Source: an optimization exercise on an open RTL-to-GDS flow (aim: small area, a short achievable clock period and few clock cycles). Production flows keep margins and buffers that such runs may drop. In this exercise RTL edits were held to simulation tests only and were not proved equivalent to the original. Power figures rest on the tool's default switching activity, not on a simulated workload.

==> design.v <==
module interp_lane (
    input  wire [31:0] in,
    input  wire [4:0]  shift,
    input  wire [4:0]  mask_lsb,
    input  wire [4:0]  mask_msb,
    input  wire        is_signed,
    input  wire [5:0]  sidx,        
    output wire [31:0] result,      
    output wire        overf        
);
    wire [31:0] shifted = in >> shift;
    wire [31:0] upto    = ~(32'hFFFFFFFE << mask_msb);         
    wire [31:0] above   = ~upto;                                
    wire [31:0] window  = upto & (32'hFFFFFFFF << mask_lsb);
    wire        sign    = ~sidx[5] & in[sidx[4:0]];
    wire        sext    = is_signed & sign;
    assign overf  = |(shifted & above);
    assign result = (shifted & window) | (above & {32{sext}});
endmodule
module interp_unit (
    input  wire        clk,
    input  wire        rst,
    input  wire        op_valid,    
    input  wire [4:0]  sel,
    input  wire [31:0] wdata,
    input  wire        sg0,         
    input  wire [31:0] nacc0,       
    input  wire [31:0] nacc1,       
    output reg  [31:0] accum0,
    output reg  [31:0] accum1,
    output reg  [31:0] base0,
    output reg  [31:0] base1,
    output reg  [31:0] base2,
    output reg  [22:0] ctrl0,
    output reg  [22:0] ctrl1
);
    wire sg1    = ctrl1[15];
    wire is_pop = (sel == 5'h05) || (sel == 5'h06) || (sel == 5'h07);
    wire en0    = is_pop || (sel == 5'h10) || (sel == 5'h1D);
    wire en1    = is_pop || (sel == 5'h11) || (sel == 5'h1E);
    always @(posedge clk) begin
        if (rst) begin
            accum0 <= 32'd0;
            accum1 <= 32'd0;
            base0  <= 32'd0;
            base1  <= 32'd0;
            base2  <= 32'd0;
            ctrl0  <= 23'd0;
            ctrl1  <= 23'd0;
        end else if (op_valid) begin
            if (en0) accum0 <= nacc0;
            if (en1) accum1 <= nacc1;
            case (sel)
                5'h12: base0  <= wdata;
                5'h13: base1  <= wdata;
                5'h14: base2  <= wdata;
                5'h1B: ctrl0  <= wdata[22:0];
                5'h1C: ctrl1  <= wdata[22:0];
                5'h1F: begin
                    base0 <= {{16{sg0 & wdata[15]}}, wdata[15:0]};
                    base1 <= {{16{sg1 & wdata[31]}}, wdata[31:16]};
                end
                default: ;
            endcase
        end
    end
endmodule
module interp_pair (
    input  wire        clk,
    input  wire        rst,
    input  wire        req_valid,
    output wire        req_ready,
    input  wire        req_unit,
    input  wire [4:0]  req_sel,
    input  wire [31:0] req_wdata,
    output reg         resp_valid,
    output reg  [31:0] resp_rdata
);
    assign req_ready = 1'b1;
    reg        r_v;
    reg        r_u;
    reg [4:0]  r_sel;
    reg [31:0] r_wd;
    always @(posedge clk) begin
        if (rst) r_v <= 1'b0;
        else     r_v <= req_valid;
        r_u   <= req_unit;
        r_sel <= req_sel;
        r_wd  <= req_wdata;
    end
    wire [31:0] a00, a01, b00, b01, b02;    
    wire [31:0] a10, a11, b10, b11, b12;    
    wire [22:0] c00, c01, c10, c11;
    wire [31:0] nacc0, nacc1;
    wire sg0_u0 = c01[21] ? c01[15] : c00[15];
    wire sg0_u1 = c10[15];
    interp_unit u_interp0 (
        .clk(clk), .rst(rst), .op_valid(r_v && !r_u),
        .sel(r_sel), .wdata(r_wd), .sg0(sg0_u0),
        .nacc0(nacc0), .nacc1(nacc1),
        .accum0(a00), .accum1(a01), .base0(b00), .base1(b01), .base2(b02),
        .ctrl0(c00), .ctrl1(c01)
    );
    interp_unit u_interp1 (
        .clk(clk), .rst(rst), .op_valid(r_v && r_u),
        .sel(r_sel), .wdata(r_wd), .sg0(sg0_u1),
        .nacc0(nacc0), .nacc1(nacc1),
        .accum0(a10), .accum1(a11), .base0(b10), .base1(b11), .base2(b12),
        .ctrl0(c10), .ctrl1(c11)
    );
    wire fw_c0 = r_v && (r_u == req_unit) && (r_sel == 5'h1B);
    wire fw_c1 = r_v && (r_u == req_unit) && (r_sel == 5'h1C);
    wire [22:0] c0_n = fw_c0 ? r_wd[22:0] : (req_unit ? c10 : c00);
    wire [22:0] c1_n = fw_c1 ? r_wd[22:0] : (req_unit ? c11 : c01);
    wire wr_n   = (req_sel == 5'h10) || (req_sel == 5'h11);    
    wire add_n  = (req_sel == 5'h1D) || (req_sel == 5'h1E);    
    wire racc_n = (req_sel == 5'h00) || (req_sel == 5'h01);    
    wire wacc_n = wr_n || add_n;
    wire xs0_n  = add_n ? req_sel[1] : racc_n ? req_sel[0] : c0_n[16];
    wire clp_n  = req_unit && c0_n[22];
    wire u      = req_unit;
    reg [22:0] c0, c1;            
    reg [5:0]  sidx0, sidx1;      
    reg [3:0]  isel0, isel1;      
    reg        do_blend, do_clamp, raw0, opw, cr0, cr1;
    reg [1:0]  f0, f1;
    always @(posedge clk) begin
        c0       <= c0_n;
        c1       <= c1_n;
        sidx0    <= {1'b0, c0_n[14:10]} + {1'b0, c0_n[4:0]};
        sidx1    <= {1'b0, c1_n[14:10]} + {1'b0, c1_n[4:0]};
        isel0    <= wr_n ? 4'd0 :
                    {u & xs0_n, u & ~xs0_n, ~u & xs0_n, ~u & ~xs0_n};
        isel1    <= {u & ~c1_n[16], u & c1_n[16], ~u & ~c1_n[16], ~u & c1_n[16]};
        do_blend <= ~u & c1_n[21] & ~wacc_n;
        do_clamp <= clp_n & ~wacc_n;
        raw0     <= wacc_n | (c0_n[18] & ~clp_n);
        opw      <= wacc_n;
        cr0      <= ~wacc_n & c0_n[17];
        cr1      <= wacc_n | c1_n[17];
        f0       <= wacc_n ? 2'b00 : c0_n[20:19];
        f1       <= c1_n[20:19];
    end
    wire [31:0] b0 = r_u ? b10 : b00;
    wire [31:0] b1 = r_u ? b11 : b01;
    wire [31:0] b2 = r_u ? b12 : b02;
    wire [31:0] input0 = ({32{isel0[0]}} & a00) | ({32{isel0[1]}} & a01) |
                         ({32{isel0[2]}} & a10) | ({32{isel0[3]}} & a11);
    wire [31:0] input1 = ({32{isel1[0]}} & a00) | ({32{isel1[1]}} & a01) |
                         ({32{isel1[2]}} & a10) | ({32{isel1[3]}} & a11);
    wire [31:0] sres0, sres1;
    wire        overf0, overf1;
    interp_lane u_lane0 (
        .in(input0), .shift(c0[4:0]), .mask_lsb(c0[9:5]),
        .mask_msb(c0[14:10]), .is_signed(c0[15]), .sidx(sidx0),
        .result(sres0), .overf(overf0)
    );
    interp_lane u_lane1 (
        .in(input1), .shift(c1[4:0]), .mask_lsb(c1[9:5]),
        .mask_msb(c1[14:10]), .is_signed(c1[15]), .sidx(sidx1),
        .result(sres1), .overf(overf1)
    );
    wire overf = overf0 | overf1;
    wire [31:0] opa0 = opw ? r_wd : (do_clamp ? ~b10 : b0);
    wire [31:0] x0   = raw0 ? input0 : sres0;
    wire [32:0] sum0 = {1'b0, opa0} + {1'b0, x0} + {32'd0, do_clamp};
    wire [31:0] add0 = sum0[31:0];
    wire [31:0] x1   = c1[18] ? input1 : sres1;
    wire [31:0] add1 = b1 + x1;
    wire [31:0] full = b2 + sres0 + (do_blend ? 32'd0 : sres1);
    wire        csg   = c0[15];
    wire        below = (csg && (sres0[31] != b10[31])) ? sres0[31] : !sum0[32];
    wire [31:0] xcmp  = {sres0[31] ^ csg, sres0[30:0]};
    wire [31:0] b1cmp = {b11[31] ^ csg, b11[30:0]};
    wire        over  = xcmp > b1cmp;
    wire [31:0] clamp0 = below ? b10 : (over ? b11 : sres0);
    wire [7:0]  alpha = sres1[7:0];
    wire        bsgn  = c1[15];
    wire        we0   = r_v && !r_u;
    wire        wb01  = we0 && (r_sel == 5'h1F);
    wire [31:0] nb0   = (we0 && r_sel == 5'h12) ? r_wd :
                        wb01 ? {{16{sg0_u0 & r_wd[15]}}, r_wd[15:0]} : b00;
    wire [31:0] nb1   = (we0 && r_sel == 5'h13) ? r_wd :
                        wb01 ? {{16{c01[15] & r_wd[31]}}, r_wd[31:16]} : b01;
    wire        nsg   = (we0 && r_sel == 5'h1C) ? r_wd[15] : c01[15];
    reg  [32:0] diff;
    always @(posedge clk) begin
        if (rst) diff <= 33'd0;
        else     diff <= {nsg & nb1[31], nb1} - {nsg & nb0[31], nb0};
    end
    wire        dneg  = diff[32];
    wire [39:0] pp0, pp1, pp2, pp3, pp4, pp5, pp6, pp7, ppb;
    assign pp0 = {6'd0, ~(alpha[0] & dneg), (alpha[0] & dneg), {32{alpha[0]}} & diff[31:0]};
    assign pp1 = {6'd0, ~(alpha[1] & dneg), {32{alpha[1]}} & diff[31:0], 1'd0};
    assign pp2 = {5'd0, ~(alpha[2] & dneg), {32{alpha[2]}} & diff[31:0], 2'd0};
    assign pp3 = {4'd0, ~(alpha[3] & dneg), {32{alpha[3]}} & diff[31:0], 3'd0};
    assign pp4 = {3'd0, ~(alpha[4] & dneg), {32{alpha[4]}} & diff[31:0], 4'd0};
    assign pp5 = {2'd0, ~(alpha[5] & dneg), {32{alpha[5]}} & diff[31:0], 5'd0};
    assign pp6 = {1'd0, ~(alpha[6] & dneg), {32{alpha[6]}} & diff[31:0], 6'd0};
    assign pp7 = {      ~(alpha[7] & dneg), {32{alpha[7]}} & diff[31:0], 7'd0};
    assign ppb = {b00, {8{bsgn & dneg}}};
    wire [39:0] s1 = pp0 ^ pp1 ^ pp2, k1 = {(pp0 & pp1) | (pp0 & pp2) | (pp1 & pp2), 1'b0};
    wire [39:0] s2 = pp3 ^ pp4 ^ pp5, k2 = {(pp3 & pp4) | (pp3 & pp5) | (pp4 & pp5), 1'b0};
    wire [39:0] s3 = pp6 ^ pp7 ^ ppb, k3 = {(pp6 & pp7) | (pp6 & ppb) | (pp7 & ppb), 1'b0};
    wire [39:0] s4 = s1 ^ k1 ^ s2,    k4 = {(s1 & k1) | (s1 & s2) | (k1 & s2), 1'b0};
    wire [39:0] s5 = k2 ^ s3 ^ k3,    k5 = {(k2 & s3) | (k2 & k3) | (s3 & k3), 1'b0};
    wire [39:0] s6 = s4 ^ k4 ^ s5,    k6 = {(s4 & k4) | (s4 & s5) | (k4 & s5), 1'b0};
    wire [39:0] s7 = s6 ^ k6 ^ k5,    k7 = {(s6 & k6) | (s6 & k5) | (k6 & k5), 1'b0};
    wire [39:0] bsum = s7 + k7;
    wire [31:0] blend1 = bsum[39:8];
    wire [31:0] force0 = {2'b00, f0, 28'd0};
    wire [31:0] force1 = {2'b00, f1, 28'd0};
    wire [31:0] lane0 = do_blend ? {24'd0, alpha}
                                 : ((do_clamp ? clamp0 : add0) | force0);
    wire [31:0] lane1 = (do_blend ? blend1 : add1) | force1;
    assign nacc0 = cr0 ? lane1 : lane0;
    assign nacc1 = cr1 ? lane0 : lane1;
    reg [31:0] rdata;
    always @(*) begin
        case (r_sel)
            5'h00,
            5'h01:   rdata = input0;
            5'h02:   rdata = b0;
            5'h03:   rdata = b1;
            5'h04:   rdata = b2;
            5'h05,
            5'h08:   rdata = lane0;
            5'h06,
            5'h09:   rdata = lane1;
            5'h07,
            5'h0A:   rdata = full;
            5'h0B:   rdata = {6'd0, overf, overf1, overf0, c0};
            5'h0C:   rdata = {9'd0, c1};
            5'h0D:   rdata = sres0;
            5'h0E:   rdata = sres1;
            default: rdata = 32'd0;
        endcase
    end
    always @(posedge clk) begin
        if (rst) resp_valid <= 1'b0;
        else     resp_valid <= r_v && !r_sel[4];
        resp_rdata <= rdata;
    end
endmodule
==> flow/run.sh <==
#!/bin/bash
set -euo pipefail
MARGIN=${MARGIN:-9.5}
bash standard.sh SETUP_SLACK_MARGIN=$MARGIN finish > standard_make.log 2>&1
==> standard.sh <==
#!/bin/bash
# synth_recipe.tcl (not shown) runs the flow's synth.tcl, then flattens the netlist and writes it again
# the make line also repeats each setting of config.mk as NAME=value (left out here)
make -C /OpenROAD-flow-scripts/flow DESIGN_CONFIG=/design/flow/config.mk WORK_HOME=/design/flow/orfs CLKGATE_MAP_FILE= SYNTH_SCRIPT=/design/flow/synth_recipe.tcl "${@:-finish}"
==> config.mk <==
export PLATFORM = sky130hd
export DESIGN_NAME = interp_pair
export DESIGN_NICKNAME = interp_pair
export VERILOG_FILES = /design/flow/design.v
export SDC_FILE = /design/flow/constraint.sdc
export NUM_CORES = 4
export LEC_CHECK = 0
export CAP_MARGIN = 20
export CELL_PAD_IN_SITES_DETAIL_PLACEMENT = 1
export CELL_PAD_IN_SITES_GLOBAL_PLACEMENT = 2
export CORE_MARGIN = 2
export CORE_UTILIZATION = 30
export PLACE_DENSITY = 0.45
export SLEW_MARGIN = 20
==> constraint.sdc <==
create_clock -name core_clock -period 16.0 [get_ports {clk}]
set_input_delay 3.2000 -clock core_clock [delete_from_list [all_inputs] [get_ports {clk}]]
set_output_delay 3.2000 -clock core_clock [all_outputs]
set_load 0.01 [all_outputs]
==> results.txt, run 1 <==
Synth
Synthesis produced 6,604 cells. The synthesized net count is 7,125. After synthesis, the cell types taking the most area are sky130_fd_sc_hd__dfxtp_1 23%, sky130_fd_sc_hd__fa_1 10%, sky130_fd_sc_hd__nand2_1 6.5%. The prevailing post-synth register cell is sky130_fd_sc_hd__dfxtp_1.

In the synthesized netlist, the cells that appear most often are 903 x sky130_fd_sc_hd__nand2_1, 640 x sky130_fd_sc_hd__nor2_1, 591 x sky130_fd_sc_hd__dfxtp_1, 548 x sky130_fd_sc_hd__a21oi_1, 395 x sky130_fd_sc_hd__clkbuf_1. The cell type contributing the most total cell area after synthesis is sky130_fd_sc_hd__dfxtp_1. The synthesized cell area is 52,000 µm². The register area share after synthesis is 22.8%.

The share of synthesized area in the top cell type comes to 22.8%. The most common cell in the synthesized netlist is sky130_fd_sc_hd__nand2_1. During synthesis, Yosys emitted a total of 2 warnings. The number of synthesized flops with an enable pin is 0. In the synthesized netlist the async set-or-reset flop fraction comes to 0%. The post-synthesis cell type count is 103. The synthesized flop and latch total is 591. The average instance area after synthesis is 7.87 µm².

Setup path
The most prevalent standard cell on the critical path is sky130_fd_sc_hd__o22ai_1. The number of buffers and inverters on the critical path is 1. At the worst endpoint, the required time is 16,630 ps. The setup path with the least slack is of type reg -> reg.

The arrival time of the worst setup path is 8750 ps. The worst setup path is launched from a flip-flop. The critical path goes through buf_8 > a22oi_1 > and2_1 > mux4_2 > nand4_1 > nand4_2 > or3_4 > o22ai_1 > nor2_1 > a31oi_2 > ha_1 > o21a_1 > o221ai_1 > a2111o_1 > a21oi_1 > nand4bb_1 > nand2b_1 > a31oi_1 > xor2_1 > o22ai_1 > o21bai_1 > a22oi_2 > a211oi_1. In this run the worst path has a maximum fanout of 32. Among all stages on the critical path, the largest delay is contributed by sky130_fd_sc_hd__o21bai_1. The longest individual stage delay on the worst path is 960 ps.

The worst setup path is captured at a flip-flop. The cell family contributing the most delay on the critical path is compound AO/OA/AOI/OAI gates.

Global routing
The global-route congestion overflow total is 0. The total global-route track usage is 39.3%. The number of global-route vias before repair is 55,143. Entering global routing, the biggest net connects 95 pins. The wire length of the first global-routing pass is 478 mm. The initial antenna violation count is 45.

Finish
Cells with a size suffix above 1 make up 22.3% of the layout. The area growth from synthesis to layout is 28.4%. The number of flip-flops under the largest register name is 33.

For this run, the post-layout net count is 7,385. Ranked by flip-flop count, first place goes to diff. The utilization after layout is 38.8%.

The fill cell instance count of the final layout is 20,056. The post-layout instance area is 66,800 µm².

Die
The standard cell core area is 172,000 µm². The horizontal die dimension is 420 µm. For this configuration, the core starts out at a cell density of 30.2%.

The top-level port count is 75. From bottom edge to top edge, the die measures 420 µm. The die covers 177,000 µm². The number of placement rows is 152.

Clock network
The CTS buffer count is 79. The TritonCTS clock tree is built. For this design, the sink count on the clock tree is 591.

The clock passes through at most 3 buffers. The H-tree was split into 3 levels. The post-CTS clock slew at the launch and capture registers of the worst setup and hold paths is 60 ps. At the later pin of the worst-skew pair, clock insertion delay measures 780 ps. The tree is rooted in a sky130_fd_sc_hd__clkbuf_16.

Timing
The final setup TNS is 0 ps. Counting I/O delays and the setup requirement, the final critical path takes 8120 ps. The final setup violation count is 0. The maximum frequency from static timing analysis is 123 MHz. Between clock sinks in the finished design, the worst skew comes to 85.4 ps. Setup repair after global routing could not meet its margin everywhere. After layout, the worst setup slack is 7880 ps. The pin slew with the least headroom to its limit is 1270 ps.

The final hold violation count came to 0. The worst path uses 50.8% of the clock period. The final number of max-transition violations was 0. The remaining max-slew budget at the tightest pin is 15.6%.

Route
For this run, the detailed router's first-pass iteration total came to 6. The antenna violation net count after detailed routing is 0. The average wire per cell in the routed design is 38.4 µm. The DRC marker count from the first detailed-route iteration is 6,271.

Summed over all layers, the routed wires come to 355 mm. The total via count in the routed design is 56,373. The via-per-instance ratio is 6.09. For this run, design rule violations remaining after detail routing come to 0.

Run
The number of violations of the max-capacitance limit is 0.

Power
The cell leakage power is 0.0260 µW. Across the VDD grid, the largest voltage drop is 0.114 mV. Dividing total power by cell area gives a power density of 60.9 nW/µm². The post-layout total power is 4070 µW.

Place
The detailed placement HPWL is 268 mm. After detailed placement, the total cell area comes to 56,100 µm². The congestion estimate from routability-driven global placement came to 1.03. The worst slack after detailed placement is 6050 ps. The number of port buffers is 73.

Hold path
The worst hold-check path type is reg -> reg.

Run status
The flow ran to the end and the layout has no timing, DRC or antenna violations.
## cell families (layout without fill, tap and decap cells)
group / after synthesis / after routing / share of synthesized area (%)
fa+ha+maj: 480 / 480 / 15.3
flops: 591 / 591 / 22.8
buf+inv: 840 / 1165 / 6.29
simple gates: 2323 / 2323 / 20.3
xor+xnor: 125 / 125 / 2.13
compound gates: 1884 / 1884 / 24.4
other cells: 1 / 15 / 0.00721
mux: 360 / 360 / 8.87
## layout make-up
| type | count | area [µm²] | area share (%) |
|---|---|---|---|
| Inverter | 372 | 1410 | 2.11 |
| Tap cell | 2310 | 2890 | 4.33 |
| Clock inverter | 26 | 444 | 0.665 |
| Multi-Input combinational cell | 5173 | 41100 | 61.6 |
| Clock buffer | 120 | 2320 | 3.48 |
| Sequential cell | 591 | 11900 | 17.8 |
| Timing Repair Buffer | 647 | 6690 | 10.0 |
| Antenna cell | 14 | 35.0 | 0.0525 |
## worst min-delay path, delay by kind of cell (launching register included)
kind	cells	cell delay [ps]
AND/OR/NAND/NOR	1	50
flip-flops	1	300
AO/OA/AOI/OAI	1	50
## what timing repair did
item | in CTS | in global routing
resized for setup | 553 | 317
hold buffers | 0 | 0
gates cloned | 18 | 0
setup endpoints to repair | 177 | 164
setup buffers | 244 | 74
pin swaps | 151 | 186
## report_power, final
group	total, µW	switching, µW	internal, µW	leakage [µW]
logic	595	399	196	0.0198
clock network	1910	813	1100	0.00133
registers	1560	62.3	1500	0.00479
total	4070	1270	2790	0.0260
## routing by layer
metal  track usage [%]  up-vias  routed length, µm
met3              8.73      652              30100
met4              21.0       16              23400
met5                 0        -                110
li1                  -    24001                  -
met2              59.4     2592             152000
met1              52.0    29112             149000
## through the flow
stage,hold WS (ps),instances
after floorplan,433,6604
after global placement,439,8755
after detailed placement,447,8757
after CTS,455,9165
after global routing,472,9241
final,451,9253
## cells in the final DEF, fill, tap and decap left out, types with 32 or more instances in the layout
cell type and count:
sky130_fd_sc_hd__clkbuf_16 80, sky130_fd_sc_hd__nand2_2 32, sky130_fd_sc_hd__a22oi_2 69, sky130_fd_sc_hd__a21oi_1 510, sky130_fd_sc_hd__inv_1 354, sky130_fd_sc_hd__xnor2_1 70, sky130_fd_sc_hd__clkdlybuf4s50_1 71, sky130_fd_sc_hd__nand4_1 34
sky130_fd_sc_hd__nor2b_1 161, sky130_fd_sc_hd__o211ai_1 40, sky130_fd_sc_hd__nor3_1 70, sky130_fd_sc_hd__a211oi_1 122, sky130_fd_sc_hd__nand2b_1 77, sky130_fd_sc_hd__buf_12 69, sky130_fd_sc_hd__a31oi_1 49, sky130_fd_sc_hd__mux2_2 83
sky130_fd_sc_hd__o21a_1 34, sky130_fd_sc_hd__a22oi_1 73, sky130_fd_sc_hd__a221oi_1 43, sky130_fd_sc_hd__mux2i_1 156, sky130_fd_sc_hd__a211oi_2 60, sky130_fd_sc_hd__buf_6 59, sky130_fd_sc_hd__o21ai_0 231, sky130_fd_sc_hd__a21o_1 104
sky130_fd_sc_hd__buf_4 415, sky130_fd_sc_hd__nand2_1 853, sky130_fd_sc_hd__nand3_1 109, sky130_fd_sc_hd__and2_1 83, sky130_fd_sc_hd__nor2_1 617, sky130_fd_sc_hd__fa_1 246, sky130_fd_sc_hd__dfxtp_1 578, sky130_fd_sc_hd__ha_1 185
sky130_fd_sc_hd__or2_2 37, sky130_fd_sc_hd__xor2_1 44, sky130_fd_sc_hd__mux4_2 72, sky130_fd_sc_hd__o22ai_1 53
## worst paths after layout
check / start / endpoint / slack [ps] / cells after the start
setup / recovery: isel0[2]$_SDFF_PP0_ / u_interp0.accum0[29]$_SDFFE_PP0P_ / 7880 / 23
hold / removal: u_interp0.ctrl0[22]$_SDFFE_PP0P_ / u_interp0.ctrl0[22]$_SDFFE_PP0P_ / 450 / 2
setup reg to reg: isel0[2]$_SDFF_PP0_ / u_interp0.accum0[29]$_SDFFE_PP0P_ / 7880 / 23
hold reg to reg: u_interp0.ctrl0[22]$_SDFFE_PP0P_ / u_interp0.ctrl0[22]$_SDFFE_PP0P_ / 450 / 2
Testbench counts, summed over its fixed seeds: cycles 24,023.
==> run 2, diff against run 1 <==
==> flow/run.sh (replaced) <==
#!/bin/bash
set -euo pipefail
MARGIN=${MARGIN:-8}
bash standard.sh SETUP_SLACK_MARGIN=$MARGIN finish > standard_make.log 2>&1
==> results.txt, run 2 <==
Die
The total die area came to 177,000 µm² (unchanged). The number of placement rows is 152 (unchanged). The standard cell core area was 172,000 µm² (unchanged).

The effective utilization at floorplan was 30.2% (unchanged). The die height is 420 µm (unchanged). The top-level port count is 75 (unchanged). The horizontal die dimension is 420 µm (unchanged).

Synth
The commonest cells after synthesis are 903 x sky130_fd_sc_hd__nand2_1, 640 x sky130_fd_sc_hd__nor2_1, 591 x sky130_fd_sc_hd__dfxtp_1, 548 x sky130_fd_sc_hd__a21oi_1, 395 x sky130_fd_sc_hd__clkbuf_1. The synthesized cell area is 52,000 µm² (unchanged). The post-synthesis cell type count is 103 (unchanged). The total number of yosys warnings came to 2 (unchanged). The share of the synthesized area in the top cell type is 22.8% (unchanged). The share of the synthesized netlist area taken by xor and xnor gates is 2.13% (unchanged). The fraction of registers with async set/reset was 0% (unchanged). Ranked by total cell area, the synthesized netlist is headed by sky130_fd_sc_hd__dfxtp_1 23%, sky130_fd_sc_hd__fa_1 10%, sky130_fd_sc_hd__nand2_1 6.5%. The synthesized netlist cell count is 6,604 (unchanged). The synthesized net count is 7,125 (unchanged).

The area share of and/or/nand/nor cells after synthesis is 20.3% (unchanged). The prevailing post-synth register cell is sky130_fd_sc_hd__dfxtp_1. The average instance area after synthesis is 7.87 µm² (unchanged). The multiplexer fraction of the synthesized cell area came to 8.87% (unchanged).

The number of synthesized flops with an enable pin is 0 (unchanged). The most common cell in the synthesized netlist is sky130_fd_sc_hd__nand2_1. The register area share after synthesis is 22.8% (unchanged). The largest family of logic cells by synthesized area is compound AO/OA/AOI/OAI gates. The area share of fa/ha/maj cells after synthesis came to 15.3% (unchanged). The fraction of the mapped netlist area in compound gates is 24.4% (unchanged). The synthesized flop and latch total is 591 (unchanged). The cell type contributing the most total cell area after synthesis is sky130_fd_sc_hd__dfxtp_1.

Route
The total via count in the routed design is 55,339 (-1.8%). The via-per-instance ratio is 6.08 (-0.16%). The average wire per cell in the routed design is 38.1 µm (-0.78%). The DRC marker count from the first detailed-route iteration is 5,668 (-9.6%).

The aggregate routed wire length came to 346 mm (-2.4%). The antenna violation net count after detailed routing was 0 (unchanged). The post-detailed-route DRC marker count is 0 (unchanged).

The number of optimization iterations in the first detailed-route pass is 5 (-1).

Power
The worst supply voltage drop on vdd is 0.0789 mV (-31%). The cell leakage power is 0.0248 µW (-4.6%). The areal power density over the cells is 63.7 nW/µm² (+4.6%).

The post-layout total power came to 4070 µW (+0.14%).

Clock network
The level count of the clock H-tree came to 3 (unchanged). The insertion delay of the later-clocked pin in the worst-skew pair is 750 ps (-30 ps). The post-CTS clock slew at the launch and capture registers of the worst setup and hold paths is 70 ps (about the same).

The CTS buffer count came to 79 (unchanged). TritonCTS built the clock tree. The number of clock sinks seen by CTS is 591 (unchanged). The cell at the root of the clock tree is sky130_fd_sc_hd__clkbuf_16.

The clock tree buffer depth came to 3 (unchanged).

Hold path
The worst hold-check path type is reg -> reg.

Setup path
The critical path in this run is classified as reg -> reg. The longest individual stage delay on the worst path is 550 ps (-410 ps). The worst setup path is captured at a flip-flop. The cell family contributing the most delay on the critical path is compound AO/OA/AOI/OAI gates. The number of buffers and inverters on the critical path is 9 (+8). The largest individual stage delay along the critical path comes from the cell sky130_fd_sc_hd__fa_1. The arrival time of the worst setup path is 8770 ps (+20 ps).

The worst setup path is launched from a flip-flop. The worst endpoint required time is 16,600 ps (-30 ps). The maximum fanout along the worst path is 8 (-75%).

Place
The number of port buffers is 73 (unchanged). The detailed placement HPWL was 263 mm (-1.5%). The cell count after placement is 8,745 (-0.14%). The final weighted congestion in routability-driven placement is 1.04 (+1.0%).

Timing
The clock tree skew after final layout was 60.5 ps (-24.9 ps). The remaining max-slew budget at the tightest pin is 13.7% (-1.9 points). The final setup TNS was 0 ps (unchanged). The maximum frequency from static timing analysis is 122 MHz (-0.65%). The time the final worst path needs with I/O delays and setup was 8170 ps (+53.1 ps).

The final setup violation count was 0 (unchanged). Setup repair after global routing could not meet its margin everywhere. The final number of max-transition violations was 0 (unchanged). The final period utilization came to 51.1% (+0.33 points).

The final hold slack came to 453 ps (+1.79 ps). The pin slew with the least headroom to its limit came to 1260 ps (-8.21 ps). The final hold violation count is 0 (unchanged).

Finish
The largest register by flop count is diff. The number of flip-flops under the largest register name is 33 (unchanged). The fraction of layout instances using a drive strength above 1 is 18.5% (-3.8 points). The number of nets in the final layout came to 7,234 (-2.0%). The number of non-filler instances in the completed layout is 9,098 (-1.7%). From synthesis to final layout, the design area changed by 23.0%. The library cells used most frequently in the layout, excluding fill and tap cells, are 878 x sky130_fd_sc_hd__nand2_1, 624 x sky130_fd_sc_hd__nor2_1, 577 x sky130_fd_sc_hd__dfxtp_1. The utilization after layout came to 37.2% (-1.6 points). The most common cell after layout, fill and taps aside is sky130_fd_sc_hd__nand2_1.

Global routing
The wire length of the first global-routing pass came to 467 mm (-2.3%). The number of global-route vias before repair was 54,158 (-1.8%). The total global-route track usage was 38.3% (-1.0 points). The initial antenna violation count came to 48 (+6.7%).

The global-route congestion overflow total is 0 (unchanged). The pin count of the biggest net entering global routing is 158 (+66%).

Run
The number of violations of the max-capacitance limit was 0 (unchanged).

Run status
The run finished with no timing, DRC or antenna violations.
-- run 2: cell counts after synthesis --
Identical to the previous run, type by type.
-- run 2: kinds of logic after synthesis --
logic type / Yosys count
XOR/XNOR: 125
flip-flops: 591
other: 1
AO/OA/AOI/OAI: 1884
buffers and inverters: 840
multiplexers: 360
AND/OR/NAND/NOR: 2323
adder cells (fa/ha/maj): 480
-- run 2: per-layer routing --
layer	GRT usage [%]	wire (µm)	part of all wire (%)	up-vias
li1	-	-	-	23705
met1	50.9	147000	42	28517
met2	57.5	148000	43	2446
met3	7.76	27500	7.9	653
met4	22.0	23500	6.8	18
met5	0	116	0.034	-
-- run 2: final timing paths --
kind / to / cells past startpoint / from / slack [ps]
hold / removal: u_interp1.ctrl0[14]$_SDFFE_PP0P_ / 2 / u_interp1.ctrl0[14]$_SDFFE_PP0P_ / 450
hold reg to reg: u_interp1.ctrl0[14]$_SDFFE_PP0P_ / 2 / u_interp1.ctrl0[14]$_SDFFE_PP0P_ / 450
setup / recovery: resp_rdata[29]$_DFF_P_ / 30 / isel1[3]$_DFF_P_ / 7830
setup reg to reg: resp_rdata[29]$_DFF_P_ / 30 / isel1[3]$_DFF_P_ / 7830
-- run 2: timing repair --
item                                    CTS  global route
endpoints found under the setup margin  160           157
resized for setup                       409           274
pin swaps                                76           150
gates cloned                             18             3
setup buffers                           118            57
hold buffers                              0             0
-- run 2: area by class of cell --
class,count,area (µm²)
Clock inverter,31,455
Multi-Input combinational cell,5173,39900
Inverter,372,1410
Clock buffer,113,2320
Sequential cell,591,11900
Timing Repair inverter,1,5.00
Fill cell,20162,108000
Timing Repair Buffer,495,5020
Tap cell,2310,2890
Antenna cell,12,30.0
-- run 2: metrics by stage --
stage / area [µm²] / setup WS, ps
global placement: 55800 / 6020
floorplan: 52000 / 8010
finish: 63900 / 7830
detailed placement: 55800 / 5820
global route: 63900 / 7620
CTS: 62100 / 7940
-- run 2: worst register-to-register path: cells and delay by family, from the launching register on --
kind / cells / cell delay (ps)
AO/OA/AOI/OAI: 9 / 2710
XOR/XNOR: 1 / 60
adder cells (fa/ha/maj): 5 / 2350
buffers and inverters: 9 / 1180
flip-flops: 1 / 410
multiplexers: 4 / 1110
AND/OR/NAND/NOR: 2 / 190
-- run 2: power breakdown --
group          total, µW  internal (µW)  leakage (µW)  switching [µW]
combinational        565            179        0.0186             386
clock               1950           1130       0.00136             813
sequential          1560           1500       0.00479            63.0
==> run 3, diff against run 2 <==
--- a/config.mk
+++ b/config.mk
@@ -11,4 +11,4 @@
 export CORE_MARGIN = 2
-export CORE_UTILIZATION = 30
-export PLACE_DENSITY = 0.45
+export CORE_UTILIZATION = 55
+export PLACE_DENSITY = 0.65
 export SLEW_MARGIN = 20
==> results.txt, run 3 <==
Run status
The run stopped with a tool error. The terminating stage of the flow is global placement without I/O. The tool reported: "[ERROR GPL-0301] Utilization 103.059 % exceeds 100%".

Synth
The synthesized netlist cell count is 6,604 (unchanged). The post-synthesis cell type count was 103 (unchanged). The share of the synthesized area in the top cell type is 22.8% (unchanged). The fraction of registers with async set/reset is 0% (unchanged). The biggest area contributor in the post-synthesis netlist is sky130_fd_sc_hd__dfxtp_1. The average instance area after synthesis is 7.87 µm² (unchanged). The register area share after synthesis came to 22.8% (unchanged).

The synthesized net count is 7,125 (unchanged). By area the synthesized netlist is led by sky130_fd_sc_hd__dfxtp_1 23%, sky130_fd_sc_hd__fa_1 10%, sky130_fd_sc_hd__nand2_1 6.5%. After synthesis, the most frequently instantiated cells are 903 x sky130_fd_sc_hd__nand2_1, 640 x sky130_fd_sc_hd__nor2_1, 591 x sky130_fd_sc_hd__dfxtp_1, 548 x sky130_fd_sc_hd__a21oi_1, 395 x sky130_fd_sc_hd__clkbuf_1. By instance count, the leading cell after synthesis is sky130_fd_sc_hd__nand2_1.

The synthesized flop and latch total is 591 (unchanged). The number of synthesized flops with an enable pin was 0 (unchanged). The synthesized cell area is 52,000 µm² (unchanged). The most used flip-flop cell after synthesis is sky130_fd_sc_hd__dfxtp_1. The total number of yosys warnings is 2 (unchanged).

Die
The number of placement rows was 112 (-26%). The die height was 311 µm (-26%). The horizontal die dimension is 311 µm (-26%). The effective utilization at floorplan is 55.6% (+25 points).
==> run 3: cell counts after synthesis <==
No cell type changed its count.
==> run 3: logic make-up after synthesis <==
| group | after synthesis | synth area share (%) |
|---|---|---|
| simple gates | 2323 | 20.3 |
| compound gates | 1884 | 24.4 |
| buf+inv | 840 | 6.29 |
| flops | 591 | 22.8 |
| fa+ha+maj | 480 | 15.3 |
| mux | 360 | 8.87 |
| xor+xnor | 125 | 2.13 |
| other cells | 1 | 0.00721 |

[separate check: timing with driven ports]
The flow's constraints put no driver on any port. The routed layouts listed below were extracted and timed again, unchanged, in two steps. Step 1: set_driving_cell puts a clkbuf_16 on clk and a buf_2 on each other input, an assumption about the parent block. Step 2 also shifts input and output timing later by t, the mid clock arrival at the registers, as if the neighbouring blocks saw the same clock. a / b / c = ideal ports / drivers / drivers and shift; a / b = the first two.
| run | t, ns | setup WS [ns] | worst setup path at the end | pins driven straight from the clock port |
|---|---|---|---|---|
| run 1 | 0.821 | 7.879 / 7.879 / 7.879 | register to register | 1 |
| run 2 | 0.814 | 7.826 / 7.826 / 7.826 | register to register | 1 |
After both steps every run listed still meets setup and hold.
